Source: an optimization exercise on an open RTL-to-GDS flow (aim: small area). Production flows keep margins and buffers that such runs may drop. Only simulation tests tie the RTL to the original design; equivalence was not proved. No activity file was given, so power comes from the tool's default toggle rates.

$ cat design/flow/design.v
module koki_core (
    input wire rst,
    input wire cmd_we,
    input wire [31:0] cmd,
    input wire [19:0] m_q,
    input wire grid_q,
    input wire inv_q,
    input wire ill_q,
    output wire [19:0] m_d,
    output wire grid_d,
    output wire inv_d,
    output wire ill_d,
    output wire [35:0] res,
    output wire [1:0] status
);
  wire new_n119, new_n120, new_n121, new_n122, new_n123, new_n124, new_n125, new_n126, new_n127, new_n128, new_n129, new_n130, new_n131, new_n132, new_n133, new_n134, new_n135, new_n136, new_n137, new_n138, new_n139, new_n140, new_n141, new_n142, new_n143, new_n144, new_n145, new_n146, new_n147, new_n148, new_n149, new_n150, new_n151, new_n152, new_n153, new_n154, new_n155, new_n156, new_n157, new_n158, new_n159, new_n160, new_n161, new_n162, new_n163, new_n164, new_n165, new_n166, new_n167, new_n168, new_n169, new_n170, new_n171, new_n172, new_n173, new_n174, new_n175, new_n176, new_n177, new_n178, new_n179, new_n180, new_n181, new_n182, new_n183, new_n184, new_n185, new_n186, new_n187, new_n188, new_n189, new_n190, new_n191, new_n192, new_n193, new_n194, new_n195, new_n196, new_n197, new_n198, new_n199, new_n200, new_n201, new_n202, new_n203, new_n204, new_n205, new_n206, new_n207, new_n208, new_n209, new_n210, new_n211, new_n212, new_n213, new_n214, new_n215, new_n216, new_n217, new_n218, new_n219, new_n220, new_n221, new_n222, new_n223, new_n224, new_n225, new_n226, new_n227, new_n228, new_n229, new_n230, new_n231, new_n232, new_n233, new_n234, new_n235, new_n236, new_n237, new_n238, new_n239, new_n240, new_n241, new_n242, new_n243, new_n244, new_n245, new_n246, new_n247, new_n248, new_n249, new_n250, new_n251, new_n252, new_n253, new_n254, new_n255, new_n256, new_n257, new_n258, new_n259, new_n260, new_n261, new_n262, new_n263, new_n264, new_n265, new_n266, new_n267, new_n268, new_n269, new_n270, new_n271, new_n272, new_n273, new_n274, new_n275, new_n276, new_n277, new_n278, new_n279, new_n280, new_n281, new_n282, new_n283, new_n284, new_n285, new_n286, new_n287, new_n288, new_n289, new_n290, new_n291, new_n292, new_n293, new_n294, new_n295, new_n296, new_n297, new_n298, new_n299, new_n300, new_n301, new_n302, new_n303, new_n304, new_n305, new_n306, new_n307, new_n308, new_n309, new_n310, new_n311, new_n312, new_n313, new_n314, new_n315, new_n316, new_n317, new_n318, new_n319, new_n320, new_n321, new_n322, new_n323, new_n324, new_n325, new_n326, new_n327, new_n328, new_n329, new_n330, new_n331, new_n332, new_n333, new_n334, new_n335, new_n336, new_n337, new_n338, new_n339, new_n340, new_n341, new_n342, new_n343, new_n344, new_n345, new_n346, new_n347, new_n348, new_n349, new_n350, new_n351, new_n352, new_n353, new_n354, new_n355, new_n356, new_n357, new_n358, new_n359, new_n360, new_n361, new_n362, new_n363, new_n364, new_n365, new_n366, new_n367, new_n368, new_n369, new_n370, new_n371, new_n372, new_n373, new_n374, new_n375, new_n376, new_n377, new_n378, new_n379, new_n380, new_n381, new_n382, new_n383, new_n384, new_n385, new_n386, new_n387, new_n388, new_n389, new_n390, new_n391, new_n392, new_n393, new_n394, new_n395, new_n396, new_n397, new_n398, new_n399, new_n400, new_n401, new_n402, new_n403, new_n404, new_n405, new_n406, new_n407, new_n408, new_n409, new_n410, new_n411, new_n412, new_n413, new_n414, new_n415, new_n416, new_n417, new_n418, new_n419, new_n420, new_n421, new_n422, new_n423, new_n424, new_n425, new_n426, new_n427, new_n428, new_n429, new_n430, new_n431, new_n432, new_n433, new_n434, new_n435, new_n436, new_n437, new_n438, new_n439, new_n440, new_n441, new_n442, new_n443, new_n444, new_n445, new_n446, new_n447, new_n448, new_n449, new_n450, new_n451, new_n452, new_n453, new_n454, new_n455, new_n456, new_n457, new_n458, new_n459, new_n460, new_n461, new_n462, new_n463, new_n464, new_n465, new_n466, new_n467, new_n468, new_n469, new_n470, new_n471, new_n472, new_n473, new_n474, new_n475, new_n476, new_n477, new_n478, new_n479, new_n480, new_n481, new_n482, new_n483, new_n484, new_n485, new_n486, new_n487, new_n488, new_n489, new_n490, new_n491, new_n492, new_n493, new_n494, new_n495, new_n496, new_n497, new_n498, new_n499, new_n500, new_n501, new_n502, new_n503, new_n504, new_n505, new_n506, new_n507, new_n508, new_n509, new_n510, new_n511, new_n512, new_n513, new_n514, new_n515, new_n516, new_n517, new_n518, new_n519, new_n520, new_n521, new_n522, new_n523, new_n524, new_n525, new_n526, new_n527, new_n528, new_n529, new_n530, new_n531, new_n532, new_n533, new_n534, new_n535, new_n537, new_n538, new_n539, new_n540, new_n541, new_n542, new_n543, new_n544, new_n545, new_n546, new_n547, new_n548, new_n549, new_n550, new_n551, new_n552, new_n553, new_n554, new_n555, new_n556, new_n557, new_n558, new_n559, new_n561, new_n562, new_n563, new_n564, new_n565, new_n566, new_n567, new_n568, new_n569, new_n570, new_n571, new_n572, new_n573, new_n574, new_n575, new_n576, new_n577, new_n578, new_n579, new_n580, new_n581, new_n582, new_n584, new_n585, new_n586, new_n587, new_n588, new_n589, new_n590, new_n591, new_n592, new_n593, new_n594, new_n595, new_n596, new_n597, new_n598, new_n599, new_n600, new_n601, new_n602, new_n604, new_n605, new_n606, new_n607, new_n608, new_n609, new_n610, new_n611, new_n612, new_n613, new_n614, new_n615, new_n616, new_n618, new_n619, new_n620, new_n621, new_n622, new_n623, new_n624, new_n625, new_n626, new_n627, new_n628, new_n629, new_n630, new_n631, new_n633, new_n634, new_n635, new_n636, new_n637, new_n638, new_n639, new_n640, new_n641, new_n642, new_n643, new_n644, new_n645, new_n646, new_n648, new_n649, new_n650, new_n651, new_n652, new_n653, new_n654, new_n655, new_n656, new_n657, new_n659, new_n660, new_n661, new_n662, new_n663, new_n664, new_n665, new_n666, new_n667, new_n668, new_n669, new_n670, new_n671, new_n672, new_n673, new_n674, new_n676, new_n677, new_n678, new_n679, new_n680, new_n681, new_n682, new_n683, new_n684, new_n685, new_n687, new_n688, new_n689, new_n690, new_n691, new_n692, new_n694, new_n695, new_n696, new_n697, new_n698, new_n700, new_n701, new_n702, new_n703, new_n705, new_n706, new_n707, new_n708, new_n710, new_n711, new_n712, new_n713, new_n715, new_n716, new_n717, new_n718, new_n720, new_n721, new_n722, new_n723, new_n725, new_n726, new_n727, new_n728, new_n730, new_n731, new_n732, new_n733, new_n735, new_n736, new_n737, new_n739, new_n740, new_n742, new_n743, new_n744, new_n745, new_n746, new_n747, new_n748, new_n749, new_n750, new_n751, new_n752, new_n753, new_n754, new_n755, new_n756, new_n757, new_n758, new_n759, new_n760, new_n761, new_n762, new_n763, new_n764, new_n765, new_n766, new_n767, new_n768, new_n769, new_n770, new_n772, new_n773, new_n775, new_n776, new_n777, new_n778, new_n779, new_n780, new_n781, new_n782, new_n783, new_n785, new_n786, new_n787, new_n788, new_n789, new_n790, new_n791, new_n792, new_n793, new_n794, new_n796, new_n797, new_n798, new_n799, new_n800, new_n801, new_n802, new_n803, new_n804, new_n806, new_n807, new_n808, new_n809, new_n810, new_n811, new_n812, new_n813, new_n814, new_n816, new_n817, new_n818, new_n819, new_n820, new_n821, new_n822, new_n823, new_n824, new_n826, new_n827, new_n828, new_n829, new_n830, new_n831, new_n832, new_n833, new_n835, new_n836, new_n837, new_n838, new_n839, new_n840, new_n841, new_n843, new_n844, new_n845, new_n846, new_n847, new_n848, new_n849, new_n851, new_n852, new_n853, new_n854, new_n855, new_n856, new_n857, new_n859, new_n860, new_n861, new_n862, new_n863, new_n864, new_n865, new_n867, new_n869, new_n871, new_n873, new_n875, new_n877, new_n878, new_n879, new_n880, new_n882, new_n883, new_n884, new_n885, new_n886, new_n888, new_n889, new_n890, new_n891, new_n892, new_n894, new_n895, new_n896, new_n897, new_n898, new_n900, new_n901, new_n902, new_n903, new_n904, new_n907, new_n909, new_n911, new_n913, new_n915, new_n917, new_n919, new_n921, new_n923, new_n926, new_n928, new_n930, new_n932;
  assign new_n119 = cmd[28] & ~cmd[31] ;
  assign new_n120 = ~cmd[20] & ~cmd[21] ;
  assign new_n121 = ~cmd[22] & new_n120;
  assign new_n122 = cmd[28] & cmd[29] ;
  assign new_n123 = cmd[30] & new_n122;
  assign new_n124 = ~new_n121 & ~new_n123;
  assign new_n125 = ~cmd[12] & ~cmd[13] ;
  assign new_n126 = ~cmd[14] & ~cmd[15] ;
  assign new_n127 = new_n125 & new_n126;
  assign new_n128 = ~cmd[8] & ~cmd[9] ;
  assign new_n129 = ~cmd[10] & ~cmd[11] ;
  assign new_n130 = new_n128 & new_n129;
  assign new_n131 = new_n127 & new_n130;
  assign new_n132 = ~cmd[29] & cmd[31] ;
  assign new_n133 = cmd[7] & new_n132;
  assign new_n134 = ~cmd[16] & ~cmd[17] ;
  assign new_n135 = ~cmd[18] & ~cmd[19] ;
  assign new_n136 = new_n134 & new_n135;
  assign new_n137 = ~new_n133 & new_n136;
  assign new_n138 = new_n131 & new_n137;
  assign new_n139 = ~cmd[28] & cmd[29] ;
  assign new_n140 = cmd[31] & new_n139;
  assign new_n141 = ~new_n138 & ~new_n140;
  assign new_n142 = ~new_n124 & ~new_n141;
  assign new_n143 = cmd[22] & ~new_n120;
  assign new_n144 = cmd[28] & new_n132;
  assign new_n145 = ~new_n143 & new_n144;
  assign new_n146 = ~new_n142 & ~new_n145;
  assign new_n147 = ~cmd[25] & ~cmd[26] ;
  assign new_n148 = ~cmd[27] & new_n147;
  assign new_n149 = ~rst & cmd_we;
  assign new_n150 = ~cmd[23] & ~cmd[24] ;
  assign new_n151 = new_n149 & new_n150;
  assign new_n152 = new_n148 & new_n151;
  assign new_n153 = ~new_n146 & new_n152;
  assign new_n154 = ~cmd[30] & new_n153;
  assign new_n155 = cmd[29] & new_n154;
  assign new_n156 = new_n119 & new_n155;
  assign new_n157 = ~cmd[6] & cmd[29] ;
  assign new_n158 = cmd[5] & ~cmd[29] ;
  assign new_n159 = ~cmd[5] & cmd[29] ;
  assign new_n160 = ~cmd[5] & ~cmd[6] ;
  assign new_n161 = ~cmd[0] & cmd[4] ;
  assign new_n162 = ~cmd[1] & ~cmd[2] ;
  assign new_n163 = cmd[1] & cmd[2] ;
  assign new_n164 = ~new_n162 & ~new_n163;
  assign new_n165 = cmd[5] & cmd[6] ;
  assign new_n166 = ~new_n160 & ~new_n165;
  assign new_n167 = ~new_n164 & new_n166;
  assign new_n168 = new_n164 & ~new_n166;
  assign new_n169 = ~new_n167 & ~new_n168;
  assign new_n170 = ~new_n161 & new_n169;
  assign new_n171 = ~cmd[2] & cmd[6] ;
  assign new_n172 = cmd[2] & ~cmd[6] ;
  assign new_n173 = ~new_n171 & ~new_n172;
  assign new_n174 = cmd[3] & ~cmd[7] ;
  assign new_n175 = cmd[1] & ~cmd[5] ;
  assign new_n176 = ~new_n174 & ~new_n175;
  assign new_n177 = new_n173 & new_n176;
  assign new_n178 = ~new_n170 & new_n177;
  assign new_n179 = new_n171 & ~new_n174;
  assign new_n180 = ~cmd[3] & cmd[7] ;
  assign new_n181 = ~new_n179 & ~new_n180;
  assign new_n182 = ~new_n178 & new_n181;
  assign new_n183 = ~cmd[3] & ~cmd[4] ;
  assign new_n184 = cmd[5] & cmd[7] ;
  assign new_n185 = ~cmd[5] & ~cmd[7] ;
  assign new_n186 = ~new_n184 & ~new_n185;
  assign new_n187 = ~new_n183 & ~new_n186;
  assign new_n188 = ~cmd[6] & new_n163;
  assign new_n189 = ~new_n187 & ~new_n188;
  assign new_n190 = ~new_n160 & ~new_n189;
  assign new_n191 = ~cmd[5] & new_n171;
  assign new_n192 = new_n183 & new_n191;
  assign new_n193 = ~new_n190 & ~new_n192;
  assign new_n194 = ~new_n182 & ~new_n193;
  assign new_n195 = ~cmd[4] & new_n194;
  assign new_n196 = ~cmd[0] & ~cmd[2] ;
  assign new_n197 = cmd[3] & ~new_n162;
  assign new_n198 = ~new_n196 & new_n197;
  assign new_n199 = cmd[4] & new_n198;
  assign new_n200 = ~cmd[0] & ~cmd[1] ;
  assign new_n201 = cmd[2] & ~new_n200;
  assign new_n202 = ~cmd[6] & new_n201;
  assign new_n203 = new_n199 & new_n202;
  assign new_n204 = ~cmd[7] & ~new_n203;
  assign new_n205 = cmd[5] & ~new_n204;
  assign new_n206 = new_n182 & ~new_n205;
  assign new_n207 = ~cmd[5] & ~new_n198;
  assign new_n208 = cmd[6] & new_n207;
  assign new_n209 = cmd[4] & ~new_n208;
  assign new_n210 = new_n206 & new_n209;
  assign new_n211 = ~new_n195 & ~new_n210;
  assign new_n212 = ~new_n187 & ~new_n204;
  assign new_n213 = cmd[7] & new_n199;
  assign new_n214 = ~new_n166 & ~new_n213;
  assign new_n215 = ~new_n212 & ~new_n214;
  assign new_n216 = cmd[3] & ~cmd[4] ;
  assign new_n217 = ~cmd[5] & ~new_n216;
  assign new_n218 = new_n164 & ~new_n217;
  assign new_n219 = ~cmd[2] & ~cmd[3] ;
  assign new_n220 = cmd[2] & cmd[3] ;
  assign new_n221 = ~cmd[4] & ~cmd[6] ;
  assign new_n222 = ~new_n220 & new_n221;
  assign new_n223 = ~new_n219 & new_n222;
  assign new_n224 = ~new_n218 & new_n223;
  assign new_n225 = ~new_n166 & new_n212;
  assign new_n226 = ~new_n224 & ~new_n225;
  assign new_n227 = ~new_n215 & new_n226;
  assign new_n228 = new_n211 & ~new_n227;
  assign new_n229 = ~new_n194 & ~new_n228;
  assign new_n230 = new_n160 & ~new_n229;
  assign new_n231 = cmd[7] & ~new_n230;
  assign new_n232 = ~cmd[29] & ~new_n231;
  assign new_n233 = ~cmd[5] & new_n197;
  assign new_n234 = ~cmd[4] & ~new_n233;
  assign new_n235 = ~cmd[6] & ~new_n234;
  assign new_n236 = ~new_n229 & new_n235;
  assign new_n237 = cmd[6] & ~cmd[7] ;
  assign new_n238 = cmd[0] & new_n163;
  assign new_n239 = new_n233 & new_n238;
  assign new_n240 = cmd[4] & ~cmd[5] ;
  assign new_n241 = ~cmd[4] & cmd[5] ;
  assign new_n242 = ~new_n197 & new_n241;
  assign new_n243 = ~new_n240 & ~new_n242;
  assign new_n244 = ~new_n239 & new_n243;
  assign new_n245 = new_n237 & ~new_n244;
  assign new_n246 = ~cmd[6] & ~cmd[7] ;
  assign new_n247 = cmd[5] & new_n246;
  assign new_n248 = ~new_n222 & new_n247;
  assign new_n249 = ~new_n199 & new_n248;
  assign new_n250 = ~cmd[3] & cmd[4] ;
  assign new_n251 = ~new_n216 & ~new_n250;
  assign new_n252 = new_n164 & new_n251;
  assign new_n253 = new_n185 & new_n222;
  assign new_n254 = ~new_n252 & new_n253;
  assign new_n255 = cmd[6] & cmd[7] ;
  assign new_n256 = new_n200 & new_n219;
  assign new_n257 = ~new_n217 & ~new_n256;
  assign new_n258 = new_n255 & ~new_n257;
  assign new_n259 = ~new_n238 & new_n250;
  assign new_n260 = new_n258 & ~new_n259;
  assign new_n261 = ~new_n254 & ~new_n260;
  assign new_n262 = ~new_n249 & new_n261;
  assign new_n263 = ~new_n245 & new_n262;
  assign new_n264 = ~new_n236 & new_n263;
  assign new_n265 = ~new_n229 & new_n264;
  assign new_n266 = ~cmd[5] & new_n265;
  assign new_n267 = ~cmd[28] & cmd[31] ;
  assign new_n268 = ~new_n119 & ~new_n267;
  assign new_n269 = cmd[7] & new_n268;
  assign new_n270 = ~new_n266 & new_n269;
  assign new_n271 = ~new_n232 & ~new_n270;
  assign new_n272 = cmd[4] & ~new_n271;
  assign new_n273 = ~cmd[4] & new_n271;
  assign new_n274 = ~new_n272 & ~new_n273;
  assign new_n275 = ~new_n231 & ~new_n246;
  assign new_n276 = cmd[4] & cmd[6] ;
  assign new_n277 = ~new_n229 & ~new_n276;
  assign new_n278 = cmd[5] & ~new_n221;
  assign new_n279 = ~new_n277 & new_n278;
  assign new_n280 = ~new_n275 & ~new_n279;
  assign new_n281 = ~new_n235 & ~new_n280;
  assign new_n282 = cmd[4] & new_n260;
  assign new_n283 = cmd[29] & new_n268;
  assign new_n284 = cmd[5] & new_n255;
  assign new_n285 = new_n283 & ~new_n284;
  assign new_n286 = ~new_n248 & new_n285;
  assign new_n287 = ~new_n282 & new_n286;
  assign new_n288 = ~new_n281 & new_n287;
  assign new_n289 = ~new_n268 & ~new_n280;
  assign new_n290 = ~new_n288 & ~new_n289;
  assign new_n291 = ~new_n211 & new_n227;
  assign new_n292 = ~cmd[29] & ~new_n228;
  assign new_n293 = ~new_n291 & new_n292;
  assign new_n294 = ~new_n268 & ~new_n293;
  assign new_n295 = cmd[29] & ~new_n264;
  assign new_n296 = ~new_n294 & ~new_n295;
  assign new_n297 = cmd[1] & new_n121;
  assign new_n298 = cmd[20] & cmd[21] ;
  assign new_n299 = cmd[13] & new_n298;
  assign new_n300 = cmd[17] & cmd[22] ;
  assign new_n301 = ~new_n299 & ~new_n300;
  assign new_n302 = ~cmd[20] & cmd[21] ;
  assign new_n303 = cmd[9] & new_n302;
  assign new_n304 = cmd[20] & ~cmd[21] ;
  assign new_n305 = cmd[5] & new_n304;
  assign new_n306 = ~new_n303 & ~new_n305;
  assign new_n307 = new_n301 & new_n306;
  assign new_n308 = ~new_n297 & new_n307;
  assign new_n309 = ~new_n296 & new_n308;
  assign new_n310 = cmd[0] & cmd[2] ;
  assign new_n311 = ~new_n196 & ~new_n310;
  assign new_n312 = ~new_n164 & new_n250;
  assign new_n313 = ~new_n311 & new_n312;
  assign new_n314 = new_n258 & ~new_n313;
  assign new_n315 = cmd[1] & ~new_n311;
  assign new_n316 = ~cmd[5] & ~new_n315;
  assign new_n317 = ~cmd[4] & ~new_n316;
  assign new_n318 = new_n197 & ~new_n317;
  assign new_n319 = ~new_n242 & ~new_n318;
  assign new_n320 = ~cmd[7] & ~new_n319;
  assign new_n321 = new_n200 & new_n241;
  assign new_n322 = ~new_n250 & ~new_n321;
  assign new_n323 = ~cmd[2] & ~new_n322;
  assign new_n324 = ~cmd[1] & new_n311;
  assign new_n325 = new_n240 & new_n324;
  assign new_n326 = ~cmd[6] & ~new_n233;
  assign new_n327 = ~new_n325 & new_n326;
  assign new_n328 = ~new_n323 & new_n327;
  assign new_n329 = ~new_n320 & ~new_n328;
  assign new_n330 = new_n198 & ~new_n222;
  assign new_n331 = ~new_n207 & ~new_n330;
  assign new_n332 = new_n220 & new_n240;
  assign new_n333 = new_n246 & ~new_n332;
  assign new_n334 = ~new_n331 & new_n333;
  assign new_n335 = ~cmd[3] & new_n184;
  assign new_n336 = ~new_n334 & ~new_n335;
  assign new_n337 = ~new_n329 & new_n336;
  assign new_n338 = ~new_n314 & ~new_n337;
  assign new_n339 = new_n283 & ~new_n338;
  assign new_n340 = new_n186 & new_n206;
  assign new_n341 = ~cmd[4] & ~new_n340;
  assign new_n342 = ~new_n199 & new_n284;
  assign new_n343 = cmd[2] & new_n185;
  assign new_n344 = ~cmd[6] & ~new_n343;
  assign new_n345 = ~new_n187 & new_n344;
  assign new_n346 = ~new_n342 & ~new_n345;
  assign new_n347 = ~new_n256 & ~new_n346;
  assign new_n348 = new_n194 & ~new_n347;
  assign new_n349 = ~new_n341 & ~new_n348;
  assign new_n350 = ~new_n195 & ~new_n349;
  assign new_n351 = cmd[28] & ~cmd[29] ;
  assign new_n352 = ~cmd[31] & new_n351;
  assign new_n353 = ~new_n210 & new_n352;
  assign new_n354 = ~new_n350 & new_n353;
  assign new_n355 = ~new_n339 & ~new_n354;
  assign new_n356 = cmd[0] & new_n121;
  assign new_n357 = cmd[8] & new_n302;
  assign new_n358 = cmd[16] & cmd[22] ;
  assign new_n359 = ~new_n357 & ~new_n358;
  assign new_n360 = ~new_n356 & new_n359;
  assign new_n361 = ~new_n355 & new_n360;
  assign new_n362 = cmd[29] & ~new_n339;
  assign new_n363 = ~new_n361 & ~new_n362;
  assign new_n364 = new_n296 & ~new_n308;
  assign new_n365 = ~new_n309 & ~new_n364;
  assign new_n366 = ~new_n363 & new_n365;
  assign new_n367 = ~new_n309 & ~new_n366;
  assign new_n368 = new_n265 & new_n268;
  assign new_n369 = ~new_n293 & ~new_n368;
  assign new_n370 = ~new_n270 & ~new_n346;
  assign new_n371 = ~new_n369 & new_n370;
  assign new_n372 = ~new_n229 & new_n346;
  assign new_n373 = ~new_n268 & ~new_n372;
  assign new_n374 = ~cmd[29] & ~new_n373;
  assign new_n375 = new_n287 & new_n346;
  assign new_n376 = new_n369 & new_n375;
  assign new_n377 = ~new_n374 & ~new_n376;
  assign new_n378 = ~new_n371 & new_n377;
  assign new_n379 = new_n367 & ~new_n378;
  assign new_n380 = ~new_n367 & new_n378;
  assign new_n381 = cmd[2] & new_n121;
  assign new_n382 = cmd[6] & new_n304;
  assign new_n383 = cmd[18] & cmd[22] ;
  assign new_n384 = ~new_n382 & ~new_n383;
  assign new_n385 = ~new_n381 & new_n384;
  assign new_n386 = ~new_n380 & ~new_n385;
  assign new_n387 = ~new_n379 & ~new_n386;
  assign new_n388 = new_n290 & ~new_n387;
  assign new_n389 = ~cmd[29] & ~new_n268;
  assign new_n390 = ~new_n283 & ~new_n389;
  assign new_n391 = new_n290 & ~new_n390;
  assign new_n392 = new_n387 & ~new_n391;
  assign new_n393 = cmd[3] & ~new_n392;
  assign new_n394 = ~new_n388 & ~new_n393;
  assign new_n395 = new_n274 & ~new_n394;
  assign new_n396 = ~new_n272 & ~new_n395;
  assign new_n397 = ~new_n159 & ~new_n396;
  assign new_n398 = ~new_n158 & ~new_n397;
  assign new_n399 = cmd[6] & new_n398;
  assign new_n400 = ~new_n157 & ~new_n399;
  assign new_n401 = cmd[7] & ~new_n400;
  assign new_n402 = ~cmd[29] & ~cmd[31] ;
  assign new_n403 = ~new_n237 & ~new_n402;
  assign new_n404 = ~cmd[7] & ~cmd[29] ;
  assign new_n405 = ~new_n403 & ~new_n404;
  assign new_n406 = ~new_n398 & new_n405;
  assign new_n407 = ~new_n401 & ~new_n406;
  assign new_n408 = ~new_n388 & ~new_n392;
  assign new_n409 = cmd[3] & new_n121;
  assign new_n410 = cmd[7] & new_n304;
  assign new_n411 = cmd[19] & cmd[22] ;
  assign new_n412 = ~new_n410 & ~new_n411;
  assign new_n413 = cmd[11] & new_n302;
  assign new_n414 = cmd[15] & new_n298;
  assign new_n415 = ~new_n413 & ~new_n414;
  assign new_n416 = new_n412 & new_n415;
  assign new_n417 = ~new_n409 & new_n416;
  assign new_n418 = ~new_n408 & new_n417;
  assign new_n419 = new_n408 & ~new_n417;
  assign new_n420 = ~new_n418 & ~new_n419;
  assign new_n421 = ~new_n274 & new_n394;
  assign new_n422 = ~new_n132 & ~new_n395;
  assign new_n423 = ~new_n421 & new_n422;
  assign new_n424 = new_n420 & new_n423;
  assign new_n425 = ~new_n420 & ~new_n423;
  assign new_n426 = ~new_n424 & ~new_n425;
  assign new_n427 = cmd[4] & new_n304;
  assign new_n428 = cmd[12] & new_n298;
  assign new_n429 = ~new_n427 & ~new_n428;
  assign new_n430 = new_n360 & new_n429;
  assign new_n431 = ~new_n355 & new_n430;
  assign new_n432 = new_n355 & ~new_n430;
  assign new_n433 = ~new_n431 & ~new_n432;
  assign new_n434 = new_n363 & ~new_n365;
  assign new_n435 = ~new_n366 & ~new_n434;
  assign new_n436 = ~new_n433 & ~new_n435;
  assign new_n437 = ~new_n379 & ~new_n380;
  assign new_n438 = cmd[14] & new_n298;
  assign new_n439 = cmd[10] & new_n302;
  assign new_n440 = ~new_n438 & ~new_n439;
  assign new_n441 = new_n385 & new_n440;
  assign new_n442 = new_n437 & ~new_n441;
  assign new_n443 = ~new_n437 & new_n441;
  assign new_n444 = ~new_n442 & ~new_n443;
  assign new_n445 = new_n436 & new_n444;
  assign new_n446 = new_n420 & new_n445;
  assign new_n447 = ~new_n435 & new_n444;
  assign new_n448 = new_n433 & ~new_n435;
  assign new_n449 = ~new_n444 & ~new_n448;
  assign new_n450 = ~new_n447 & ~new_n449;
  assign new_n451 = ~new_n446 & ~new_n450;
  assign new_n452 = new_n426 & ~new_n451;
  assign new_n453 = ~new_n426 & ~new_n450;
  assign new_n454 = ~new_n452 & ~new_n453;
  assign new_n455 = new_n407 & ~new_n454;
  assign new_n456 = ~new_n407 & new_n454;
  assign new_n457 = ~new_n455 & ~new_n456;
  assign new_n458 = cmd[6] & new_n402;
  assign new_n459 = ~new_n157 & ~new_n458;
  assign new_n460 = ~new_n398 & new_n459;
  assign new_n461 = new_n398 & ~new_n459;
  assign new_n462 = ~new_n460 & ~new_n461;
  assign new_n463 = ~cmd[31] & new_n158;
  assign new_n464 = ~new_n159 & ~new_n463;
  assign new_n465 = new_n396 & ~new_n464;
  assign new_n466 = ~new_n396 & new_n464;
  assign new_n467 = ~new_n465 & ~new_n466;
  assign new_n468 = new_n462 & ~new_n467;
  assign new_n469 = new_n423 & new_n446;
  assign new_n470 = new_n467 & ~new_n469;
  assign new_n471 = ~new_n462 & new_n470;
  assign new_n472 = ~new_n468 & ~new_n471;
  assign new_n473 = new_n457 & ~new_n472;
  assign new_n474 = ~new_n457 & new_n472;
  assign new_n475 = ~new_n473 & ~new_n474;
  assign new_n476 = new_n156 & ~new_n475;
  assign new_n477 = ~new_n139 & ~new_n351;
  assign new_n478 = ~cmd[30] & new_n477;
  assign new_n479 = ~new_n283 & new_n478;
  assign new_n480 = ~cmd[28] & new_n402;
  assign new_n481 = cmd[30] & ~new_n480;
  assign new_n482 = ~new_n479 & ~new_n481;
  assign new_n483 = new_n153 & new_n482;
  assign new_n484 = ~new_n433 & new_n483;
  assign new_n485 = new_n154 & ~new_n480;
  assign new_n486 = new_n185 & new_n221;
  assign new_n487 = cmd[7] & cmd[29] ;
  assign new_n488 = ~new_n351 & ~new_n487;
  assign new_n489 = ~new_n486 & ~new_n488;
  assign new_n490 = cmd[30] & ~cmd[31] ;
  assign new_n491 = ~new_n489 & new_n490;
  assign new_n492 = new_n153 & new_n491;
  assign new_n493 = ~new_n485 & ~new_n492;
  assign new_n494 = ~rst & new_n493;
  assign new_n495 = m_q[0] & new_n494;
  assign new_n496 = new_n351 & new_n492;
  assign new_n497 = ~cmd[3] & ~new_n311;
  assign new_n498 = cmd[3] & new_n311;
  assign new_n499 = ~new_n497 & ~new_n498;
  assign new_n500 = new_n496 & new_n499;
  assign new_n501 = ~new_n221 & ~new_n276;
  assign new_n502 = new_n311 & ~new_n501;
  assign new_n503 = ~new_n311 & new_n501;
  assign new_n504 = ~new_n502 & ~new_n503;
  assign new_n505 = ~new_n123 & ~new_n504;
  assign new_n506 = ~cmd[20] & ~new_n505;
  assign new_n507 = ~new_n166 & ~new_n251;
  assign new_n508 = new_n166 & new_n251;
  assign new_n509 = ~new_n507 & ~new_n508;
  assign new_n510 = ~new_n123 & new_n509;
  assign new_n511 = ~cmd[22] & new_n123;
  assign new_n512 = ~new_n510 & ~new_n511;
  assign new_n513 = ~new_n506 & new_n512;
  assign new_n514 = ~new_n123 & ~new_n169;
  assign new_n515 = cmd[21] & new_n123;
  assign new_n516 = ~new_n514 & ~new_n515;
  assign new_n517 = new_n513 & ~new_n516;
  assign new_n518 = cmd[6] & ~new_n517;
  assign new_n519 = ~cmd[6] & new_n517;
  assign new_n520 = ~new_n518 & ~new_n519;
  assign new_n521 = ~cmd[28] & new_n132;
  assign new_n522 = new_n154 & new_n521;
  assign new_n523 = ~new_n520 & new_n522;
  assign new_n524 = new_n139 & ~new_n504;
  assign new_n525 = ~cmd[22] & new_n304;
  assign new_n526 = ~cmd[0] & ~new_n525;
  assign new_n527 = cmd[0] & new_n525;
  assign new_n528 = new_n122 & ~new_n527;
  assign new_n529 = ~new_n526 & new_n528;
  assign new_n530 = ~new_n524 & ~new_n529;
  assign new_n531 = new_n492 & ~new_n530;
  assign new_n532 = ~new_n523 & ~new_n531;
  assign new_n533 = ~new_n500 & new_n532;
  assign new_n534 = ~new_n495 & new_n533;
  assign new_n535 = ~new_n484 & new_n534;
  assign m_d[0] = new_n476 | ~new_n535;
  assign new_n537 = ~new_n435 & new_n483;
  assign new_n538 = new_n156 & new_n433;
  assign new_n539 = m_q[1] & new_n494;
  assign new_n540 = new_n506 & new_n512;
  assign new_n541 = ~new_n516 & new_n540;
  assign new_n542 = cmd[5] & ~new_n541;
  assign new_n543 = ~cmd[5] & new_n541;
  assign new_n544 = ~new_n542 & ~new_n543;
  assign new_n545 = new_n522 & ~new_n544;
  assign new_n546 = new_n169 & ~new_n477;
  assign new_n547 = ~cmd[22] & new_n302;
  assign new_n548 = cmd[1] & ~new_n547;
  assign new_n549 = ~cmd[1] & new_n547;
  assign new_n550 = new_n477 & ~new_n549;
  assign new_n551 = ~new_n548 & new_n550;
  assign new_n552 = ~new_n546 & ~new_n551;
  assign new_n553 = new_n492 & new_n552;
  assign new_n554 = ~new_n545 & ~new_n553;
  assign new_n555 = ~new_n539 & new_n554;
  assign new_n556 = new_n500 & ~new_n555;
  assign new_n557 = ~new_n500 & new_n555;
  assign new_n558 = ~new_n556 & ~new_n557;
  assign new_n559 = ~new_n538 & ~new_n558;
  assign m_d[1] = new_n537 | ~new_n559;
  assign new_n561 = new_n444 & new_n483;
  assign new_n562 = ~new_n433 & new_n435;
  assign new_n563 = ~new_n448 & ~new_n562;
  assign new_n564 = new_n156 & ~new_n563;
  assign new_n565 = m_q[2] & new_n494;
  assign new_n566 = new_n513 & new_n516;
  assign new_n567 = cmd[4] & ~new_n566;
  assign new_n568 = ~cmd[4] & new_n566;
  assign new_n569 = ~new_n567 & ~new_n568;
  assign new_n570 = new_n522 & ~new_n569;
  assign new_n571 = ~new_n506 & ~new_n512;
  assign new_n572 = ~new_n516 & new_n571;
  assign new_n573 = cmd[2] & ~new_n572;
  assign new_n574 = ~cmd[2] & new_n572;
  assign new_n575 = ~new_n573 & ~new_n574;
  assign new_n576 = new_n122 & ~new_n575;
  assign new_n577 = ~new_n477 & ~new_n509;
  assign new_n578 = ~new_n576 & ~new_n577;
  assign new_n579 = new_n492 & ~new_n578;
  assign new_n580 = ~new_n570 & ~new_n579;
  assign new_n581 = ~new_n565 & new_n580;
  assign new_n582 = ~new_n564 & new_n581;
  assign m_d[2] = new_n561 | ~new_n582;
  assign new_n584 = new_n420 & new_n483;
  assign new_n585 = new_n444 & new_n562;
  assign new_n586 = ~new_n444 & ~new_n562;
  assign new_n587 = ~new_n585 & ~new_n586;
  assign new_n588 = new_n156 & ~new_n587;
  assign new_n589 = m_q[3] & new_n494;
  assign new_n590 = new_n522 & ~new_n575;
  assign new_n591 = new_n120 & new_n512;
  assign new_n592 = ~cmd[3] & new_n591;
  assign new_n593 = ~new_n315 & ~new_n324;
  assign new_n594 = ~cmd[29] & ~new_n593;
  assign new_n595 = cmd[3] & ~new_n591;
  assign new_n596 = ~new_n594 & ~new_n595;
  assign new_n597 = ~new_n592 & new_n596;
  assign new_n598 = cmd[28] & new_n492;
  assign new_n599 = ~new_n597 & new_n598;
  assign new_n600 = ~new_n590 & ~new_n599;
  assign new_n601 = ~new_n589 & new_n600;
  assign new_n602 = ~new_n588 & new_n601;
  assign m_d[3] = new_n584 | ~new_n602;
  assign new_n604 = new_n423 & new_n483;
  assign new_n605 = ~new_n447 & new_n563;
  assign new_n606 = new_n420 & new_n605;
  assign new_n607 = ~new_n420 & ~new_n605;
  assign new_n608 = ~new_n606 & ~new_n607;
  assign new_n609 = new_n156 & ~new_n608;
  assign new_n610 = m_q[4] & new_n494;
  assign new_n611 = new_n122 & new_n492;
  assign new_n612 = ~new_n569 & new_n611;
  assign new_n613 = cmd[2] & new_n496;
  assign new_n614 = ~new_n612 & ~new_n613;
  assign new_n615 = ~new_n610 & new_n614;
  assign new_n616 = ~new_n609 & new_n615;
  assign m_d[4] = new_n604 | ~new_n616;
  assign new_n618 = ~new_n436 & ~new_n444;
  assign new_n619 = ~new_n420 & new_n445;
  assign new_n620 = ~new_n618 & ~new_n619;
  assign new_n621 = new_n423 & ~new_n620;
  assign new_n622 = ~new_n423 & new_n620;
  assign new_n623 = ~new_n621 & ~new_n622;
  assign new_n624 = new_n156 & ~new_n623;
  assign new_n625 = new_n467 & new_n483;
  assign new_n626 = m_q[5] & new_n494;
  assign new_n627 = ~new_n544 & new_n611;
  assign new_n628 = cmd[1] & new_n496;
  assign new_n629 = ~new_n627 & ~new_n628;
  assign new_n630 = ~new_n626 & new_n629;
  assign new_n631 = ~new_n625 & new_n630;
  assign m_d[5] = new_n624 | ~new_n631;
  assign new_n633 = ~new_n420 & ~new_n445;
  assign new_n634 = ~new_n423 & new_n446;
  assign new_n635 = ~new_n633 & ~new_n634;
  assign new_n636 = new_n467 & ~new_n635;
  assign new_n637 = ~new_n467 & new_n635;
  assign new_n638 = ~new_n636 & ~new_n637;
  assign new_n639 = new_n156 & ~new_n638;
  assign new_n640 = new_n462 & new_n483;
  assign new_n641 = m_q[6] & new_n494;
  assign new_n642 = ~new_n520 & new_n611;
  assign new_n643 = cmd[0] & new_n496;
  assign new_n644 = ~new_n642 & ~new_n643;
  assign new_n645 = ~new_n641 & new_n644;
  assign new_n646 = ~new_n640 & new_n645;
  assign m_d[6] = new_n639 | ~new_n646;
  assign new_n648 = ~new_n407 & new_n483;
  assign new_n649 = m_q[7] & new_n494;
  assign new_n650 = ~new_n467 & new_n469;
  assign new_n651 = ~new_n423 & ~new_n446;
  assign new_n652 = ~new_n650 & ~new_n651;
  assign new_n653 = new_n462 & ~new_n652;
  assign new_n654 = ~new_n462 & new_n652;
  assign new_n655 = ~new_n653 & ~new_n654;
  assign new_n656 = new_n156 & ~new_n655;
  assign new_n657 = ~new_n649 & ~new_n656;
  assign m_d[7] = new_n648 | ~new_n657;
  assign new_n659 = new_n477 & new_n483;
  assign new_n660 = ~new_n475 & new_n659;
  assign new_n661 = ~new_n470 & ~new_n650;
  assign new_n662 = ~new_n407 & ~new_n661;
  assign new_n663 = new_n462 & new_n469;
  assign new_n664 = new_n467 & new_n663;
  assign new_n665 = new_n407 & ~new_n664;
  assign new_n666 = ~new_n407 & new_n664;
  assign new_n667 = ~new_n665 & ~new_n666;
  assign new_n668 = new_n661 & ~new_n667;
  assign new_n669 = ~new_n662 & ~new_n668;
  assign new_n670 = new_n156 & new_n669;
  assign new_n671 = m_q[8] & new_n494;
  assign new_n672 = cmd[8] & new_n155;
  assign new_n673 = ~new_n671 & ~new_n672;
  assign new_n674 = ~new_n670 & new_n673;
  assign m_d[8] = new_n660 | ~new_n674;
  assign new_n676 = new_n467 & ~new_n663;
  assign new_n677 = new_n457 & new_n676;
  assign new_n678 = ~new_n457 & ~new_n676;
  assign new_n679 = ~new_n677 & ~new_n678;
  assign new_n680 = new_n156 & ~new_n679;
  assign new_n681 = new_n433 & new_n659;
  assign new_n682 = m_q[9] & new_n494;
  assign new_n683 = cmd[9] & new_n155;
  assign new_n684 = ~new_n682 & ~new_n683;
  assign new_n685 = ~new_n681 & new_n684;
  assign m_d[9] = new_n680 | ~new_n685;
  assign new_n687 = new_n119 & new_n667;
  assign new_n688 = ~cmd[10] & ~new_n687;
  assign new_n689 = new_n155 & ~new_n688;
  assign new_n690 = m_q[10] & new_n494;
  assign new_n691 = ~new_n563 & new_n659;
  assign new_n692 = ~new_n690 & ~new_n691;
  assign m_d[10] = new_n689 | ~new_n692;
  assign new_n694 = ~new_n587 & new_n659;
  assign new_n695 = m_q[11] & new_n494;
  assign new_n696 = cmd[11] & new_n155;
  assign new_n697 = ~new_n695 & ~new_n696;
  assign new_n698 = ~new_n694 & new_n697;
  assign m_d[11] = new_n476 | ~new_n698;
  assign new_n700 = ~new_n608 & new_n659;
  assign new_n701 = m_q[12] & new_n494;
  assign new_n702 = cmd[12] & new_n155;
  assign new_n703 = ~new_n701 & ~new_n702;
  assign m_d[12] = new_n700 | ~new_n703;
  assign new_n705 = ~new_n623 & new_n659;
  assign new_n706 = m_q[13] & new_n494;
  assign new_n707 = cmd[13] & new_n155;
  assign new_n708 = ~new_n706 & ~new_n707;
  assign m_d[13] = new_n705 | ~new_n708;
  assign new_n710 = ~new_n638 & new_n659;
  assign new_n711 = m_q[14] & new_n494;
  assign new_n712 = cmd[14] & new_n155;
  assign new_n713 = ~new_n711 & ~new_n712;
  assign m_d[14] = new_n710 | ~new_n713;
  assign new_n715 = ~new_n655 & new_n659;
  assign new_n716 = m_q[15] & new_n494;
  assign new_n717 = cmd[15] & new_n155;
  assign new_n718 = ~new_n716 & ~new_n717;
  assign m_d[15] = new_n715 | ~new_n718;
  assign new_n720 = new_n659 & new_n669;
  assign new_n721 = m_q[16] & new_n494;
  assign new_n722 = cmd[16] & new_n155;
  assign new_n723 = ~new_n721 & ~new_n722;
  assign m_d[16] = new_n720 | ~new_n723;
  assign new_n725 = new_n659 & ~new_n679;
  assign new_n726 = m_q[17] & new_n494;
  assign new_n727 = cmd[17] & new_n155;
  assign new_n728 = ~new_n726 & ~new_n727;
  assign m_d[17] = new_n725 | ~new_n728;
  assign new_n730 = new_n659 & new_n667;
  assign new_n731 = m_q[18] & new_n494;
  assign new_n732 = cmd[18] & new_n155;
  assign new_n733 = ~new_n731 & ~new_n732;
  assign m_d[18] = new_n730 | ~new_n733;
  assign new_n735 = m_q[19] & new_n494;
  assign new_n736 = cmd[19] & new_n155;
  assign new_n737 = ~new_n735 & ~new_n736;
  assign m_d[19] = new_n660 | ~new_n737;
  assign new_n739 = grid_q & new_n494;
  assign new_n740 = cmd[31] & new_n155;
  assign grid_d = new_n739 | new_n740;
  assign new_n742 = cmd[2] & ~new_n238;
  assign new_n743 = new_n486 & ~new_n742;
  assign new_n744 = new_n166 & ~new_n173;
  assign new_n745 = cmd[0] & ~cmd[4] ;
  assign new_n746 = cmd[7] & ~new_n745;
  assign new_n747 = ~cmd[7] & ~new_n161;
  assign new_n748 = ~new_n746 & ~new_n747;
  assign new_n749 = new_n744 & new_n748;
  assign new_n750 = ~cmd[2] & new_n161;
  assign new_n751 = new_n284 & new_n750;
  assign new_n752 = ~new_n749 & ~new_n751;
  assign new_n753 = ~new_n743 & new_n752;
  assign new_n754 = new_n177 & ~new_n745;
  assign new_n755 = new_n182 & new_n754;
  assign new_n756 = new_n753 & ~new_n755;
  assign new_n757 = ~new_n164 & new_n507;
  assign new_n758 = ~new_n252 & ~new_n757;
  assign new_n759 = ~new_n753 & new_n758;
  assign new_n760 = new_n352 & ~new_n759;
  assign new_n761 = ~new_n756 & new_n760;
  assign new_n762 = new_n183 & new_n238;
  assign new_n763 = new_n183 & ~new_n201;
  assign new_n764 = new_n268 & ~new_n763;
  assign new_n765 = ~new_n762 & ~new_n764;
  assign new_n766 = new_n284 & ~new_n390;
  assign new_n767 = ~new_n765 & new_n766;
  assign new_n768 = ~new_n761 & ~new_n767;
  assign new_n769 = new_n154 & ~new_n768;
  assign new_n770 = inv_q & new_n494;
  assign inv_d = new_n769 | new_n770;
  assign new_n772 = cmd_we & new_n493;
  assign new_n773 = ~ill_q & ~new_n772;
  assign ill_d = ~rst & ~new_n773;
  assign new_n775 = grid_q & ~inv_q;
  assign new_n776 = ~m_q[3] & new_n775;
  assign new_n777 = m_q[2] & new_n776;
  assign new_n778 = ~m_q[2] & new_n775;
  assign new_n779 = m_q[3] & new_n778;
  assign new_n780 = ~new_n777 & ~new_n779;
  assign new_n781 = m_q[0] & ~new_n780;
  assign new_n782 = ~m_q[0] & ~inv_q;
  assign new_n783 = new_n780 & new_n782;
  assign res[0] = ~new_n781 & ~new_n783;
  assign new_n785 = ~m_q[4] & ~m_q[6] ;
  assign new_n786 = m_q[4] & m_q[6] ;
  assign new_n787 = ~new_n785 & ~new_n786;
  assign new_n788 = m_q[7] & new_n775;
  assign new_n789 = new_n787 & new_n788;
  assign new_n790 = ~m_q[7] & new_n775;
  assign new_n791 = ~new_n787 & new_n790;
  assign new_n792 = ~grid_q & ~inv_q;
  assign new_n793 = ~m_q[1] & new_n792;
  assign new_n794 = ~new_n791 & ~new_n793;
  assign res[1] = ~new_n789 & new_n794;
  assign new_n796 = ~m_q[8] & ~m_q[10] ;
  assign new_n797 = m_q[8] & m_q[10] ;
  assign new_n798 = ~new_n796 & ~new_n797;
  assign new_n799 = m_q[11] & new_n775;
  assign new_n800 = new_n798 & new_n799;
  assign new_n801 = ~m_q[11] & new_n775;
  assign new_n802 = ~new_n798 & new_n801;
  assign new_n803 = ~m_q[2] & new_n792;
  assign new_n804 = ~new_n802 & ~new_n803;
  assign res[2] = ~new_n800 & new_n804;
  assign new_n806 = ~m_q[12] & ~m_q[14] ;
  assign new_n807 = m_q[12] & m_q[14] ;
  assign new_n808 = ~new_n806 & ~new_n807;
  assign new_n809 = m_q[15] & new_n775;
  assign new_n810 = new_n808 & new_n809;
  assign new_n811 = ~m_q[15] & new_n775;
  assign new_n812 = ~new_n808 & new_n811;
  assign new_n813 = ~m_q[3] & new_n792;
  assign new_n814 = ~new_n812 & ~new_n813;
  assign res[3] = ~new_n810 & new_n814;
  assign new_n816 = ~m_q[16] & ~m_q[18] ;
  assign new_n817 = m_q[16] & m_q[18] ;
  assign new_n818 = ~new_n816 & ~new_n817;
  assign new_n819 = m_q[19] & new_n775;
  assign new_n820 = new_n818 & new_n819;
  assign new_n821 = ~m_q[19] & new_n775;
  assign new_n822 = ~new_n818 & new_n821;
  assign new_n823 = ~m_q[4] & new_n792;
  assign new_n824 = ~new_n822 & ~new_n823;
  assign res[4] = ~new_n820 & new_n824;
  assign new_n826 = ~m_q[0] & ~m_q[1] ;
  assign new_n827 = m_q[0] & m_q[1] ;
  assign new_n828 = ~new_n826 & ~new_n827;
  assign new_n829 = new_n775 & new_n828;
  assign new_n830 = m_q[3] & new_n829;
  assign new_n831 = new_n776 & ~new_n828;
  assign new_n832 = ~m_q[5] & new_n792;
  assign new_n833 = ~new_n831 & ~new_n832;
  assign res[5] = ~new_n830 & new_n833;
  assign new_n835 = ~m_q[4] & ~m_q[5] ;
  assign new_n836 = m_q[4] & m_q[5] ;
  assign new_n837 = ~new_n835 & ~new_n836;
  assign new_n838 = new_n788 & new_n837;
  assign new_n839 = new_n790 & ~new_n837;
  assign new_n840 = ~m_q[6] & new_n792;
  assign new_n841 = ~new_n839 & ~new_n840;
  assign res[6] = ~new_n838 & new_n841;
  assign new_n843 = ~m_q[8] & ~m_q[9] ;
  assign new_n844 = m_q[8] & m_q[9] ;
  assign new_n845 = ~new_n843 & ~new_n844;
  assign new_n846 = new_n799 & new_n845;
  assign new_n847 = new_n801 & ~new_n845;
  assign new_n848 = ~m_q[7] & new_n792;
  assign new_n849 = ~new_n847 & ~new_n848;
  assign res[7] = ~new_n846 & new_n849;
  assign new_n851 = ~m_q[12] & ~m_q[13] ;
  assign new_n852 = m_q[12] & m_q[13] ;
  assign new_n853 = ~new_n851 & ~new_n852;
  assign new_n854 = new_n809 & new_n853;
  assign new_n855 = new_n811 & ~new_n853;
  assign new_n856 = ~m_q[8] & new_n792;
  assign new_n857 = ~new_n855 & ~new_n856;
  assign res[8] = ~new_n854 & new_n857;
  assign new_n859 = ~m_q[16] & ~m_q[17] ;
  assign new_n860 = m_q[16] & m_q[17] ;
  assign new_n861 = ~new_n859 & ~new_n860;
  assign new_n862 = new_n819 & new_n861;
  assign new_n863 = new_n821 & ~new_n861;
  assign new_n864 = ~m_q[9] & new_n792;
  assign new_n865 = ~new_n863 & ~new_n864;
  assign res[9] = ~new_n862 & new_n865;
  assign new_n867 = ~m_q[10] & new_n792;
  assign res[10] = ~new_n776 & ~new_n867;
  assign new_n869 = ~m_q[11] & new_n792;
  assign res[11] = ~new_n790 & ~new_n869;
  assign new_n871 = ~m_q[12] & new_n792;
  assign res[12] = ~new_n801 & ~new_n871;
  assign new_n873 = ~m_q[13] & new_n792;
  assign res[13] = ~new_n811 & ~new_n873;
  assign new_n875 = ~m_q[14] & new_n792;
  assign res[14] = ~new_n821 & ~new_n875;
  assign new_n877 = m_q[2] & new_n829;
  assign new_n878 = new_n778 & ~new_n828;
  assign new_n879 = ~m_q[15] & new_n792;
  assign new_n880 = ~new_n878 & ~new_n879;
  assign res[15] = ~new_n877 & new_n880;
  assign new_n882 = ~m_q[16] & new_n792;
  assign new_n883 = ~m_q[6] & new_n837;
  assign new_n884 = m_q[6] & ~new_n837;
  assign new_n885 = new_n775 & ~new_n884;
  assign new_n886 = ~new_n883 & new_n885;
  assign res[16] = ~new_n882 & ~new_n886;
  assign new_n888 = ~m_q[17] & new_n792;
  assign new_n889 = ~m_q[10] & new_n845;
  assign new_n890 = m_q[10] & ~new_n845;
  assign new_n891 = new_n775 & ~new_n890;
  assign new_n892 = ~new_n889 & new_n891;
  assign res[17] = ~new_n888 & ~new_n892;
  assign new_n894 = ~m_q[18] & new_n792;
  assign new_n895 = ~m_q[14] & new_n853;
  assign new_n896 = m_q[14] & ~new_n853;
  assign new_n897 = new_n775 & ~new_n896;
  assign new_n898 = ~new_n895 & new_n897;
  assign res[18] = ~new_n894 & ~new_n898;
  assign new_n900 = ~m_q[19] & new_n792;
  assign new_n901 = ~m_q[18] & new_n861;
  assign new_n902 = m_q[18] & ~new_n861;
  assign new_n903 = new_n775 & ~new_n902;
  assign new_n904 = ~new_n901 & new_n903;
  assign res[19] = ~new_n900 & ~new_n904;
  assign res[20] = ~new_n778 & ~new_n792;
  assign new_n907 = m_q[6] & grid_q;
  assign res[21] = inv_q | new_n907;
  assign new_n909 = m_q[10] & grid_q;
  assign res[22] = inv_q | new_n909;
  assign new_n911 = m_q[14] & grid_q;
  assign res[23] = inv_q | new_n911;
  assign new_n913 = m_q[18] & grid_q;
  assign res[24] = inv_q | new_n913;
  assign new_n915 = m_q[1] & grid_q;
  assign res[25] = inv_q | new_n915;
  assign new_n917 = m_q[5] & grid_q;
  assign res[26] = inv_q | new_n917;
  assign new_n919 = m_q[9] & grid_q;
  assign res[27] = inv_q | new_n919;
  assign new_n921 = m_q[13] & grid_q;
  assign res[28] = inv_q | new_n921;
  assign new_n923 = m_q[17] & grid_q;
  assign res[29] = inv_q | new_n923;
  assign res[30] = ~new_n782 & ~new_n792;
  assign new_n926 = m_q[4] & grid_q;
  assign res[31] = inv_q | new_n926;
  assign new_n928 = m_q[8] & grid_q;
  assign res[32] = inv_q | new_n928;
  assign new_n930 = m_q[12] & grid_q;
  assign res[33] = inv_q | new_n930;
  assign new_n932 = m_q[16] & grid_q;
  assign res[34] = inv_q | new_n932;
  assign res[35] = inv_q;
  assign status[0] = inv_q;
  assign status[1] = ill_q;
endmodule
module koki_h74 (
    input  wire        clk,
    input  wire        rst,
    input  wire        cmd_we,
    input  wire [31:0] cmd,
    output wire [35:0] res,
    output wire [1:0]  status      
);
    reg  [19:0] m_q;
    reg         grid_q, ill_q;
    reg         ninv_q;                   
    wire        inv_q = ~ninv_q;
    wire [19:0] m_d;
    wire        grid_d, inv_d, ill_d;
    koki_core u_core (
        .rst(rst), .cmd_we(cmd_we), .cmd(cmd),
        .m_q(m_q), .grid_q(grid_q), .inv_q(inv_q), .ill_q(ill_q),
        .m_d(m_d), .grid_d(grid_d), .inv_d(inv_d), .ill_d(ill_d),
        .res(res), .status(status)
    );
    always @(posedge clk) begin
        m_q    <= m_d;
        grid_q <= grid_d;
        ninv_q <= ~inv_d;
        ill_q  <= ill_d;
    end
endmodule
$ cat design/flow/flow/run.sh
#!/bin/bash
# Own layout flow: the standard layout (standard.sh) with
#  - synthesis by flow/synth.tcl: the standard flow's synthesis script, but ABC maps
#    for area (flow/abc.script) and no adder cells are extracted;
#  - the port buffers that global placement inserts made from buf_1.
# Registers, their names and cell types are those of the standard synthesis.
set -euo pipefail
HERE=$(pwd)
export OWN_ABC_SCRIPT="$HERE/flow/abc.script"
export BUFFER_PORTS_ARGS="-buffer_cell sky130_fd_sc_hd__buf_1"
bash standard.sh SYNTH_SCRIPT="$HERE/flow/synth.tcl" ADDER_MAP_FILE= finish > standard.log 2>&1
$ cat design/flow/flow/abc.script
strash
dch
map -D 4000 -B 0.1
topo
stime -c
$ cat design/flow/flow/synth.tcl
# The standard flow's synthesis script (synth_recipe.tcl) with two changes: every abc
# call maps with the area-oriented script flow/abc.script, and the caller
# sets ADDER_MAP_FILE empty so no half/full adder cells are extracted.
proc synth {args} { yosys synth -nofsm -noshare {*}$args }
proc abc {args} {
  set i [lsearch -exact $args -script]
  if { $i >= 0 } {
    set args [lreplace $args [expr {$i + 1}] [expr {$i + 1}] $::env(OWN_ABC_SCRIPT)]
  }
  yosys abc {*}$args
}
source $::env(SCRIPTS_DIR)/synth.tcl
# left out here: clear keep_hierarchy, flatten, clean up, hide names made inside functions, write 1_2_yosys.v
$ cat design/flow/standard.sh
#!/bin/bash
# synth_recipe.tcl (not shown) runs the flow's synth.tcl, then flattens the netlist and writes it again
# the make line also repeats each setting of config.mk as NAME=value (left out here)
make -C /OpenROAD-flow-scripts/flow DESIGN_CONFIG=/design/flow/config.mk WORK_HOME=/design/flow/orfs CLKGATE_MAP_FILE= SYNTH_SCRIPT=/design/flow/synth_recipe.tcl "${@:-finish}"
$ cat design/flow/config.mk
export PLATFORM = sky130hd
export DESIGN_NAME = koki_h74
export DESIGN_NICKNAME = koki_h74
export VERILOG_FILES = /design/flow/design.v
export SDC_FILE = /design/flow/constraint.sdc
export NUM_CORES = 4
export LEC_CHECK = 0
export ABC_AREA = 1
export CAP_MARGIN = 0
export CORE_MARGIN = 2
export CORE_UTILIZATION = 35
export GPL_TIMING_DRIVEN = 0
export SLEW_MARGIN = 0
export SYNTH_HIERARCHICAL = 1
export SYNTH_MEMORY_MAX_BITS = 32768
$ cat design/flow/constraint.sdc
create_clock -name core_clock -period 7.0 [get_ports {clk}]
set_input_delay 1.4000 -clock core_clock [delete_from_list [all_inputs] [get_ports {clk}]]
set_output_delay 1.4000 -clock core_clock [all_outputs]
set_load 0.01 [all_outputs]
==> run notes, run 1 <==
number of flops mapped to enable cells by yosys=0; H-Tree Depth=1; CP Max Fanout=9; # IOs=73; grt total ovfl=0; initial antenna violation count=0; Static Leak=about 1.3 nW; Area contributors post-synth=dfxtp_1 14%, nor2_1 11%, clkinv_1 11%; die height=roughly 100 um; CTS buffer count=3; number of remaining DRC errors=0; routed len/inst=approximately 17 um; Layout Skew=0 ns; slew of the pin with the lowest slew margin=1.30 ns; Worst VDD drop=about 0.054 mV; DIE AREA=about 0.010 mm^2; CP Launch Point=cmd[1]; fin crit period=~6.4 ns; Critical Path Max Stage Delay=between 0.3 and 0.4 ns; diode count=0; Row Count=34; Critical Path Start Type=input port; yosys synthesis warning count=7; clk latency of the worst-skew pair=about 0.27 ns; Post-Layout Cell Count=736; TritonCTS clock tree=yes; nets@finish=between 600 and 700; clk slew on worst S/H paths=approximately 0.08 ns; Final setup viols=0; Required @ worst endpoint=around 7.2 ns; Yosys top cell by area=dfxtp_1; Arr. time, crit path=6.55 ns; GP Congestion=roughly 0.96; #FFs+latches synth=23; outcome=finished clean; FFs w/ async S/R, synth=0; Worst Hold Class=flip-flop to flip-flop; share of post-route cells with drive strength above 1=0.0494; max cap viols=0; Die W=99.8 um; CP endpoint kind=flip-flop; Max Clock Freq=156 MHz; hold-critical path depth=2; syn avg cell area=5.83 um^2; Layout area overhead=15.5%; DR iter-0 viols=365; Clock Path Buffers=2; Final Hold Vio Count=0; post-DP HPWL=around 10000 um; critical path type=input port to flip-flop; Slew HR=0.130; final core utilization=0.421; Initial Utilization=0.365; first-pass GRT wire length=about 20000 um; Routed Antenna Nets=0; Seq/Total Area, Yosys=0.143; Via density=slightly below 6; Post-Route WL=~12000 um; Reg2Reg Depth=4; crit-path most repeated cell=nand2_1; Vias=about 4300; capturing point of the worst reg2reg path=ninv_q$_DFF_P_; clock sinks=23; Final Max Slew Viols=0; Critical Path Sink=m_q[8]$_DFF_P_; Port Buffers=around 70; Worst R2R Setup Slack=around 5.8 ns; synthesized area=0.00321 mm^2; Syn Inst Count=between 500 and 600; vias in the first global route=3841; most used flip-flop cell after synthesis=dfxtp_1; CTS Root Cell=clkbuf_8; unrepaired setup endpoints after global routing=false; placed cells=732; global router's overall resource usage=0.244; count of cell types in the netlist=37; syn nets=586; pin count of the biggest net entering global routing=30; Final period util=0.914; RR Startpoint=ninv_q$_DFF_P_; slowest CP cell=buf_1; Pwr Density=134 mW/mm^2; Core Box Area=~0.0088 mm^2; DR pass1 iterations=5; Synth top area share=0.143
==> state kept, by name (all words and copies together) (netlist names) <==
signal / flops
m_q: 20
grid_q: 1
ill_q: 1
ninv_q: 1
==> worst max-delay path: cells and delay by family <==
| kind | cells | cell delay, ns |
|---|---|---|
| buf+inv | 2 | 0.49 |
| compound gates | 12 | 2.65 |
| simple gates | 13 | 1.65 |
| xor+xnor | 2 | 0.35 |
==> per-layer routing <==
layer  up-vias  routed length [um]  global-route usage
met5         -                   0                   0
met4         0                 363              0.0948
met3        30                 839              0.0292
met2       220                5470               0.373
met1      1951                5720               0.351
li1       2094                   -                   -
==> Yosys stat by module, one instance, submodules excluded <==
module	cells	flops+latches	copies in the design
koki_h74	25	23	1
koki_core	526	0	1
==> cell families after synthesis <==
kind of cell	after synthesis	synth area share
AO/OA/AOI/OAI	170	0.343
XOR/XNOR	39	0.106
flip-flops	23	0.143
buffers and inverters	93	0.112
AND/OR/NAND/NOR	226	0.295
==> through the flow <==
stage	setup TNS, ns	hold WS [ns]	worst slack (ns)	area [um^2]	power [mW]
after floorplan	0	0.438	1.75	3210	0.327
after global placement	-0.0657	0.458	-0.0340	3620	0.403
after detailed placement	-0.270	0.471	-0.125	3630	0.405
after CTS	0	0.489	0.156	3680	0.489
after global routing	0	0.522	0.0209	3710	0.532
final	0	0.484	0.602	3710	0.495
==> where the power goes <==
| group | switching [mW] | leakage, nW | internal, mW |
|---|---|---|---|
| sequential | 0.000372 | 0.186 | 0.131 |
| combinational | 0.191 | 1.12 | 0.0888 |
| clock | 0.0438 | 0.0255 | 0.0398 |
| total | 0.235 | 1.33 | 0.260 |
==> worst min-delay path by stage <==
stage	startpoint	end	slack [ns]
2_1_floorplan	ill_q$_DFF_P_	ill_q$_DFF_P_	0.44
3_3_place_gp	ill_q$_DFF_P_	ill_q$_DFF_P_	0.46
3_5_place_dp	ill_q$_DFF_P_	ill_q$_DFF_P_	0.47
4_1_cts	ill_q$_DFF_P_	ill_q$_DFF_P_	0.49
5_1_grt	ill_q$_DFF_P_	ill_q$_DFF_P_	0.52
6_report	ill_q$_DFF_P_	ill_q$_DFF_P_	0.48
==> synth_stat cells, drive strengths merged (6+ instances only) <==
| cell | number |
|---|---|
| o211ai | 6 |
| nor2 | 94 |
| clkinv | 90 |
| nand2 | 79 |
| xnor2 | 13 |
| o22ai | 9 |
| nor3 | 21 |
| o221ai | 12 |
| a22oi | 21 |
| a21oi | 45 |
| a221oi | 15 |
| nand3 | 15 |
| o21ai | 40 |
| dfxtp | 23 |
| xor2 | 26 |
==> placed cells by master, fill, tap and decap left out, types with 2 or more instances in the layout <==
cell and instances:
o2111ai_1 3, buf_4 3, a221oi_1 15, nand3_1 15, a21oi_1 45, o31ai_1 2
xnor2_1 13, o22ai_1 9, a22oi_1 21, o211ai_1 6, a21boi_0 2, clkinvlp_4 2
clkbuf_2 6, clkbuf_8 3, o221ai_1 12, or2_2 5, nand3b_1 3, nor3_1 21
nor4_1 5, xor2_1 25, nand2_1 79, buf_1 66, nor2_1 93, clkinv_1 88
dfxtp_1 23, o21ai_0 40, a31oi_1 4
==> final cells by class <==
type	count	area [um^2]
fill	983	5100
buffer	3	22.5
multi-input combinational	435	2410
clock buffer	3	41.3
clock inverter	1	5.00
inverter	90	345
sequential	23	460
tap	108	135
timing repair buffer	73	293
==> what timing repair did <==
action	4_1_cts	5_1_grt
resized for setup	0	10
setup buffers	0	0
setup endpoints to repair	0	9
hold buffers	0	0
==> inputs of run 2 (changes only) <==
--- a/design/flow/config.mk
+++ b/design/flow/config.mk
@@ -7,9 +7,9 @@
 export LEC_CHECK = 0
 export ABC_AREA = 1
-export CAP_MARGIN = 0
+export CAP_MARGIN = 20
 export CORE_MARGIN = 2
 export CORE_UTILIZATION = 35
 export GPL_TIMING_DRIVEN = 0
-export SLEW_MARGIN = 0
+export SLEW_MARGIN = 20
 export SYNTH_HIERARCHICAL = 1
 export SYNTH_MEMORY_MAX_BITS = 32768
==> run 2 against run 1 <==
Flip-flop and latch count did not move. Still clean. Register-to-register slack lost 0.02 ns. Core utilization about the same. Sequential power is essentially flat. Critical path type unchanged. Largest power group unchanged. Combinational power about the same.
==> run notes, run 2 <==
outcome=finished clean (unchanged); clock sinks=23 (unchanged); DR pass1 iterations=5 (unchanged); unrepaired setup endpoints after global routing=false (unchanged); H-Tree Depth=1 (unchanged); M3 GR Usage=0.0334 (was 0.0292); nets@finish=664 (unchanged); FFs w/ async S/R, synth=0 (unchanged); CP endpoint kind=flip-flop (unchanged); die height=99.8 um (unchanged); area of the multi-input gates=0.00241 mm^2 (about the same); Required @ worst endpoint=7.15 ns (was 7.16 ns); Max Clock Freq=155 MHz (was 156 MHz); Core Box Area=0.00881 mm^2 (unchanged); crit-path most repeated cell=nand2_1 (unchanged); Arr. time, crit path=6.60 ns (was 6.55 ns); max cap viols=0 (unchanged); placed cells=732 (unchanged); most used flip-flop cell after synthesis=dfxtp_1 (unchanged); syn nets=586 (unchanged); Layout Skew=0 ns (unchanged); syn avg cell area=5.83 um^2 (unchanged); Synth top area share=0.143 (unchanged); Layout area overhead=15.6% (was 15.5%); yosys synthesis warning count=7 (unchanged); Worst VDD drop=0.0604 mV (was 0.0536 mV); slew of the pin with the lowest slew margin=0.854 ns (was 1.30 ns); Vias=4286 (was 4295); post-DP HPWL=10100 um (was 10200 um); Slew HR=0.429 (was 0.130); RR Startpoint=ninv_q$_DFF_P_ (unchanged); CTS Root Cell=clkbuf_8 (unchanged); Port Buffers=72 (unchanged); pin count of the biggest net entering global routing=24 (was 30); hold-critical path depth=2 (unchanged); share of post-route cells with drive strength above 1=0.0525 (was 0.0494); Final setup viols=0 (unchanged); Reg2Reg Depth=4 (unchanged); Worst Hold Path EP=ill_q$_DFF_P_ (unchanged); Post-Layout Cell Count=736 (unchanged); Crit. path cell count=29 (unchanged); Row Count=34 (unchanged); leading cell type by number of instances after synthesis=nor2_1 (unchanged); M2 GR Usage=0.386 (was 0.373); first-pass GRT wire length=19700 um (was 19600 um); Critical Path Max Stage Delay=0.34 ns (was 0.33 ns); Critical Path Start Type=input port (unchanged); Final Max Slew Viols=0 (unchanged); critical path type=input port to flip-flop (unchanged); diode count=0 (unchanged); Yosys top cell by area=dfxtp_1 (unchanged); Initial Utilization=0.365 (unchanged); vias in the first global route=3866 (was 3841); Via density=5.82 (was 5.84); CP Buf/Inv Count=2 (unchanged); Post-Route WL=12400 um (about the same); routing usage on met1=0.344 (was 0.351); fin crit period=6.45 ns (was 6.40 ns); TritonCTS clock tree=yes (unchanged); commonest cells after routing, fill and taps aside=92 x nor2_1, 88 x clkinv_1, 79 x nand2_1, 65 x buf_1, 45 x a21oi_1 (was 93 x nor2_1, 88 x clkinv_1, 79 x nand2_1, 66 x buf_1, 45 x a21oi_1); Final Hold Vio Count=0 (unchanged); Top delay family on crit path=compound AO/OA/AOI/OAI gates (unchanged); GP Congestion=0.962 (unchanged); capturing point of the worst reg2reg path=ninv_q$_DFF_P_ (unchanged); Static Leak=1.33 nW (about the same); DIE AREA=0.00996 mm^2 (unchanged); routed len/inst=16.9 um (was 16.8 um); CTS hold repair buffers=0 (unchanged); CP Max Fanout=14 (was 9); Final period util=0.921 (was 0.914); grt total ovfl=0 (unchanged); Die W=99.8 um (unchanged); count of cell types in the netlist=37 (unchanged); register area=460 um^2 (unchanged); fill count=997 (was 983); global router's overall resource usage=0.245 (was 0.244); Routed Antenna Nets=0 (unchanged); Clock Path Buffers=2 (unchanged); Worst Hold Class=flip-flop to flip-flop (unchanged); max reg flops=20 (unchanged); Most flops, register=m_q (unchanged); final core utilization=0.422 (was 0.421); number of flops mapped to enable cells by yosys=0 (unchanged); Syn Inst Count=551 (unchanged); Worst R2R Setup Slack=5.74 ns (was 5.76 ns); initial antenna violation count=0 (unchanged); clk slew on worst S/H paths=0.08 ns (about the same); DR iter-0 viols=509 (was 365); Seq/Total Area, Yosys=0.143 (unchanged); slowest CP cell=o31ai_1 (was buf_1); CTS buffer count=3 (unchanged); Area contributors post-synth=dfxtp_1 14%, nor2_1 11%, clkinv_1 11% (unchanged); number of remaining DRC errors=0 (unchanged); #FFs+latches synth=23 (unchanged); grt peak-use layer=met2 (unchanged); most common cell after layout, fill and taps aside=nor2_1 (unchanged); hold path start=ill_q$_DFF_P_ (unchanged); clk latency of the worst-skew pair=0.26 ns (was 0.27 ns); Pwr Density=134 mW/mm^2 (about the same); synthesized area=0.00321 mm^2 (unchanged); # IOs=73 (unchanged); most frequent cells after synthesis=94 x nor2_1, 90 x clkinv_1, 79 x nand2_1 (unchanged)
[run 2: cell counts after synthesis]
No cell type changed its count.
[run 2: worst max-delay path by stage]
| stage | start | to |
|---|---|---|
| global placement | cmd[3] | m_q[8]$_DFF_P_ |
| global route | cmd[3] | m_q[16]$_DFF_P_ |
| finish | cmd[3] | m_q[8]$_DFF_P_ |
| floorplan | cmd[1] | m_q[8]$_DFF_P_ |
| detailed placement | cmd[3] | m_q[8]$_DFF_P_ |
| CTS | cmd[3] | m_q[8]$_DFF_P_ |
[run 2: power breakdown]
part	total (mW)	switching [mW]	leakage, nW	internal, mW
logic	0.282	0.193	1.12	0.0890
clock network	0.0824	0.0426	0.0255	0.0397
registers	0.132	0.000371	0.186	0.131
total	0.496	0.236	1.33	0.260
[run 2: timing repair]
action	in CTS	in global routing
gates resized for setup	0	11
setup endpoints to repair	0	10
setup buffers	0	0
[run 2: layout make-up]
class,instances,share of cell area
clock buffers,3,0.0111
clock inverters,1,0.00135
well taps,108,0.0364
flip-flops and latches,23,0.124
inverters,90,0.0930
repair buffers,73,0.0792
multi-input cells,435,0.649
plain buffers,3,0.00607
[run 2: routing by layer]
metal,part of all wire,vias up
met1,0.45,1945
met5,0,-
li1,-,2094
met4,0.022,0
met3,0.085,23
met2,0.44,224
[run 2: worst register-to-register path, cell delays in order (launching register included)]
cell	delay, ns
dfxtp_1	0.30
clkinv_1	0.12
clkinv_1	0.39
o22ai_1	0.26
clkinv_1	0.08
[run 2: per-module statistics from Yosys, one instance, submodules excluded]
| module | cells inside | cell area (um^2) | copies in the design |
|---|---|---|---|
| koki_core | 526 | 2740 | 1 |
| koki_h74 | 25 | 468 | 1 |
[run 2: kinds of logic after synthesis]
logic type | Yosys count | share of synthesized area
AND/OR/NAND/NOR | 226 | 0.295
buffers and inverters | 93 | 0.112
AO/OA/AOI/OAI | 170 | 0.343
flip-flops | 23 | 0.143
XOR/XNOR | 39 | 0.106
[run 2: per-stage QoR]
step | setup TNS [ns] | total power [mW] | instance area [um^2] | hold slack (ns) | worst slack, ns
6_report | 0 | 0.496 | 3710 | 0.478 | 0.555
5_1_grt | 0 | 0.532 | 3710 | 0.508 | 0.0196
4_1_cts | 0 | 0.488 | 3680 | 0.484 | 0.167
3_5_place_dp | -0.174 | 0.406 | 3640 | 0.466 | -0.0876
3_3_place_gp | -0.0657 | 0.403 | 3620 | 0.458 | -0.0340
2_1_floorplan | 0 | 0.327 | 3210 | 0.438 | 1.75

Setup slack of run 2, layout unchanged: 0.555 ns with ideal ports, 0.560 ns with driving cells assumed (clock clkbuf_16, inputs buf_2), 0.271 ns with port delays also shifted by the 0.289 ns mid clock arrival.
